Context: an optimization exercise on an open-source flow, tuned for small area and few clock cycles. The choices shown serve that exercise and are no tape-out recipe.
In this exercise RTL edits were held to simulation tests only and were not proved equivalent to the original.
Power figures rest on the tool's default switching activity, not on a simulated workload.

Design pqc_out, start of the top module:
module pqc_out (
    input  wire        clk,
    input  wire        rst,
    input  wire        enq_valid,
    input  wire [15:0] enq_func,
    input  wire [15:0] enq_dev,
    input  wire [2:0]  enq_n,         
    input  wire [63:0] enq_data,      
    output wire        enq_full,
    input  wire        cmd_valid,
    input  wire        cmd_kind,
    input  wire [35:0] cmd_data,
    output wire        cmd_ready,
    output wire        wr_valid,
    output wire        wr_word,
    output wire [15:0] wr_data,
    input  wire        wr_ready,
    output wire [35:0] status,
    output wire        irq,
    output wire        irq_live
);
Settings: LEC_CHECK=0, CAP_MARGIN=20, CORE_MARGIN=2, CORE_UTILIZATION=60, CTS_BUF_LIST=sky130_fd_sc_hd__clkbuf_16, CTS_CLUSTER_DIAMETER=60, CTS_CLUSTER_SIZE=30, PLACE_DENSITY=0.75, SLEW_MARGIN=20; clock period 10.0 ns.
run.sh (not shown) runs the stock make flow with config.mk's settings and CLKGATE_MAP_FILE= SYNTH_SCRIPT=/design/flow/synth_recipe.tcl, a recipe that flattens the netlist after the stock synthesis.
The starting point went through all stages and came out clean.
Testbench counts at the start, summed over its fixed seeds: cycles 44,371.
Rerun with:
--- a/flow/config.mk
+++ b/flow/config.mk
@@ -10,5 +10,5 @@
 export CORE_UTILIZATION = 60
-export CTS_BUF_LIST = sky130_fd_sc_hd__clkbuf_16
-export CTS_CLUSTER_DIAMETER = 60
-export CTS_CLUSTER_SIZE = 30
+export CTS_BUF_LIST = sky130_fd_sc_hd__clkbuf_8
+export CTS_CLUSTER_DIAMETER = 40
+export CTS_CLUSTER_SIZE = 20
 export PLACE_DENSITY = 0.75
Result:
- critical path depth stays the same
- synthesized cell count does not change
- power climbs by 2.7%
Rerun with:
==> flow/flow/run.sh (new file) <==
#!/bin/bash
# Standard ORFS layout, with two changes: the port buffers are the smallest
# buffer cell, and CTS inserts no dummy loads.
set -e
export BUFFER_PORTS_ARGS="-buffer_cell sky130_fd_sc_hd__buf_1"
export CTS_ARGS="-sink_clustering_enable -repair_clock_nets -sink_clustering_size 30 -sink_clustering_max_diameter 60 -buf_list sky130_fd_sc_hd__clkbuf_16 -dont_use_dummy_load"
bash standard.sh > standard_flow.log 2>&1
==> flow/standard.sh (new file) <==
#!/bin/bash
# synth_recipe.tcl (not shown) runs the flow's synth.tcl, then flattens the netlist and writes it again
# the make line also repeats each setting of config.mk as NAME=value (left out here)
make -C /OpenROAD-flow-scripts/flow DESIGN_CONFIG=/design/flow/config.mk WORK_HOME=/design/flow/orfs CLKGATE_MAP_FILE= SYNTH_SCRIPT=/design/flow/synth_recipe.tcl "${@:-finish}"
--- a/flow/config.mk
+++ b/flow/config.mk
@@ -7,2 +7,3 @@
 export LEC_CHECK = 0
+export ABC_AREA = 1
 export CAP_MARGIN = 20
@@ -10,5 +11,5 @@
 export CORE_UTILIZATION = 60
-export CTS_BUF_LIST = sky130_fd_sc_hd__clkbuf_8
-export CTS_CLUSTER_DIAMETER = 40
-export CTS_CLUSTER_SIZE = 20
+export CTS_BUF_LIST = sky130_fd_sc_hd__clkbuf_16
+export CTS_CLUSTER_DIAMETER = 60
+export CTS_CLUSTER_SIZE = 30
 export PLACE_DENSITY = 0.75
removed: flow/run.sh
The new run finished with timing, DRC and antenna clean.
Routed wire length is higher by 5.3%.
Global-route usage is higher by 0.83 points.
Final area is lower by 3.4%.
Flip-flop and latch count stays the same.
Sequential power stays flat.
Total power came out lower by 7.1%.
Setup slack gets better by 0.62 ns.
Clock skew increases by 0.022 ns.
Final cell count fell by 4.9%.
Via count falls by 2.6%.
Rerun with:
==> flow/run.sh (new file) <==
#!/bin/bash
# synth_recipe.tcl (not shown) runs the flow's synth.tcl, then flattens the netlist and writes it again
# the make line also repeats each setting of config.mk as NAME=value (left out here)
make -C /OpenROAD-flow-scripts/flow DESIGN_CONFIG=/design/flow/config.mk WORK_HOME=/design/flow/orfs CLKGATE_MAP_FILE= SYNTH_SCRIPT=/design/flow/synth_recipe.tcl finish
==> flow/config.mk (replaced) <==
export PLATFORM = sky130hd
export DESIGN_NAME = pqc_out
export DESIGN_NICKNAME = pqc_out
export VERILOG_FILES = /design/flow/design.v
export SDC_FILE = /design/flow/constraint.sdc
export NUM_CORES = 4
export LEC_CHECK = 0
export CAP_MARGIN = 20
export CORE_MARGIN = 2
export CORE_UTILIZATION = 40
export PLACE_DENSITY = 0.6
export SLEW_MARGIN = 20
removed: flow/flow/run.sh
removed: flow/standard.sh
The changed run completed without violations. Critical path depth goes down by 2. Die area goes up by 50%. Cell area goes up by about 9%.
Rerun with:
--- a/flow/config.mk
+++ b/flow/config.mk
@@ -7,6 +7,10 @@
 export LEC_CHECK = 0
+export ABC_AREA = 1
 export CAP_MARGIN = 20
 export CORE_MARGIN = 2
-export CORE_UTILIZATION = 40
-export PLACE_DENSITY = 0.6
+export CORE_UTILIZATION = 60
+export CTS_BUF_LIST = sky130_fd_sc_hd__clkbuf_16
+export CTS_CLUSTER_DIAMETER = 60
+export CTS_CLUSTER_SIZE = 30
+export PLACE_DENSITY = 0.75
 export SLEW_MARGIN = 20
What happened: The new run finished clean; setup slack improved by 0.20 ns; power went down by about a fifth; flip-flop and latch count does not change; sequential power barely changes; wire length went up by about a fifth; area after synthesis went down slightly; cell count went down by about a fifth.

* * *

== run A ==
pqc_out, a different RTL version from the one above (not shown whole).
Size in the first run: about 3100 flip-flops.
export LEC_CHECK = 0
export ABC_AREA = 1
export CAP_MARGIN = 20
export CORE_MARGIN = 2
export CORE_UTILIZATION = 60
export CTS_BUF_LIST = sky130_fd_sc_hd__clkbuf_16
export CTS_CLUSTER_DIAMETER = 60
export CTS_CLUSTER_SIZE = 30
export PLACE_DENSITY = 0.75
export SLEW_MARGIN = 20
create_clock -name core_clock -period 10.0 [get_ports {clk}]
standard.sh (not shown) runs the stock make flow with config.mk's settings and CLKGATE_MAP_FILE= SYNTH_SCRIPT=/design/flow/synth_recipe.tcl, a recipe that flattens the netlist after the stock synthesis.
==> flow/flow/run.sh <==
#!/bin/bash
# Standard ORFS layout, with two changes: the port buffers are the smallest
# buffer cell, and CTS inserts no dummy loads.
set -e
export BUFFER_PORTS_ARGS="-buffer_cell sky130_fd_sc_hd__buf_1"
export CTS_ARGS="-sink_clustering_enable -repair_clock_nets -sink_clustering_size 33 -sink_clustering_max_diameter 40 -buf_list sky130_fd_sc_hd__clkbuf_16 -dont_use_dummy_load"
bash standard.sh > standard_flow.log 2>&1
Testbench counts of run A, summed over its fixed seeds: cycles 44,371.
The following lists how run B was set up differently from run A:
- swapping 60 for 70 in CORE_UTILIZATION
- swapping 0.75 for 0.8 in PLACE_DENSITY
==> flow/flow/run.sh <==
#!/bin/bash
# Standard ORFS layout, with two changes: the port buffers are the smallest
# buffer cell, and CTS inserts no dummy loads.
set -e
export BUFFER_PORTS_ARGS="-buffer_cell sky130_fd_sc_hd__buf_1"
export CTS_ARGS="-sink_clustering_enable -repair_clock_nets -sink_clustering_size 32 -sink_clustering_max_diameter 60 -buf_list sky130_fd_sc_hd__clkbuf_16 -dont_use_dummy_load"
bash standard.sh > standard_flow.log 2>&1
## What came out
Worst hold margin: run B vs run A up 16 ps. Summary — number of standard cells in the layout, taps in and fillers out, run B relative to run A: lower, by 382. Diff run A -> run B: final RePlAce weighted congestion lost about 4%, non-clock buffer count picked up an extra 1. Relative to run A, die height has decreased by 7.3% in run B. When run B is measured against run A, its number of buffers created by CTS turns out 94 lower. Diff run A..run B | number of pins exceeding their max-slew limit in the final report | unchanged. Run B against run A: layout overhead on the synthesized area fell 2.9 points, wire length reported by the detailed router rose 3600 um, post-route worst setup slack has increased.
Relative to run B, the following input files were edited for run C:
- CORE_UTILIZATION now 75, was 70
- PLACE_DENSITY now 0.9, was 0.8
==> flow/flow/run.sh <==
#!/bin/bash
# Standard ORFS layout, with two changes: the port buffers are the smallest
# buffer cell, and CTS inserts no dummy loads.
set -e
export BUFFER_PORTS_ARGS="-buffer_cell sky130_fd_sc_hd__buf_1"
export CTS_ARGS="-sink_clustering_enable -repair_clock_nets -sink_clustering_size 34 -sink_clustering_max_diameter 60 -buf_list sky130_fd_sc_hd__clkbuf_16 -dont_use_dummy_load"
bash standard.sh > standard_flow.log 2>&1
## What came out
As far as instance area after placement is concerned, run C and run B perform about the same. Proportion of synthesized flip-flops having asynchronous set or reset came out exactly the same in run C and run B. Comparing run C and run B, the lower site row count is on run C. Run C never completed; the flow aborted with a tool error in 4_1_cts. Run B -> run C: H-tree depth delta 0, exact match.
[inputs] run D vs run C
- a change of PLACE_DENSITY from 0.9 to 0.75
- a change of CORE_UTILIZATION from 75 to 60
==> flow/run.sh (new file) <==
#!/bin/bash
# synth_recipe.tcl (not shown) runs the flow's synth.tcl, then flattens the netlist and writes it again
# the make line also repeats each setting of config.mk as NAME=value (left out here)
make -C /OpenROAD-flow-scripts/flow DESIGN_CONFIG=/design/flow/config.mk WORK_HOME=/design/flow/orfs CLKGATE_MAP_FILE= SYNTH_SCRIPT=/design/flow/synth_recipe.tcl finish
removed: flow/flow/run.sh
removed: flow/standard.sh
### Flow results
- Every stage of the flow completed for run D, and the final layout passed the timing, design-rule and antenna checks.
- Run D vs. run C: initial cell density of the core now sits lower, number of top-level pins was more or less identical, compound-cell area share of the yosys netlist closely matched the old numbers.
- Higher die boundary height goes to run D over run C.
- Across both runs, width of the chip was higher for run D than for run C.
- Comparing run D against run C, there is no change at all in number of synthesized register bits.

## static timing again, ports no longer ideal
How much do the figures lean on ideal ports? The routed layouts below were timed once more, with nothing changed but the port constraints. Step 1 sets driving cells, clkbuf_16 on the clock port and buf_2 on the other inputs (assumed; they add their load-dependent delay and slew). Step 2 moves the port delays by t, midway between the first and last clock arrival at a register: inputs arrive t later, outputs are due t later. That takes back most of the time a late clock gives input paths. Slacks: ideal / step 1 / step 2; pairs: ideal / step 1.
| run | shift t [ns] | setup WS [ns] | clock arrival spread, ns |
|---|---|---|---|
| the first run of note 1 | 0.865 | 4.120 / 4.035 / 4.285 | 0.041 / 0.041 |
| the second run of note 1 | 1.028 | 3.813 / 3.739 / 4.350 | 0.087 / 0.086 |
| the third run of note 1 | 0.827 | 4.434 / 4.352 / 4.347 | 0.094 / 0.094 |
| the fourth run of note 1 | 0.940 | 3.815 / 3.735 / 4.102 | 0.080 / 0.080 |
| the fifth run of note 1 | 0.841 | 4.016 / 3.944 / 3.790 | 0.041 / 0.041 |
| run A | 0.860 | 4.074 / 3.994 / 4.407 | 0.140 / 0.140 |
| run B | 0.827 | 4.251 / 4.176 / 4.464 | 0.117 / 0.117 |
| run D | 0.847 | 3.980 / 3.901 / 4.143 | 0.060 / 0.059 |
After both steps every run listed still meets setup and hold. The setup slack of the fifth run of note 1, which loses most, moves by -0.072 ns with the drivers and by -0.226 ns with both steps.
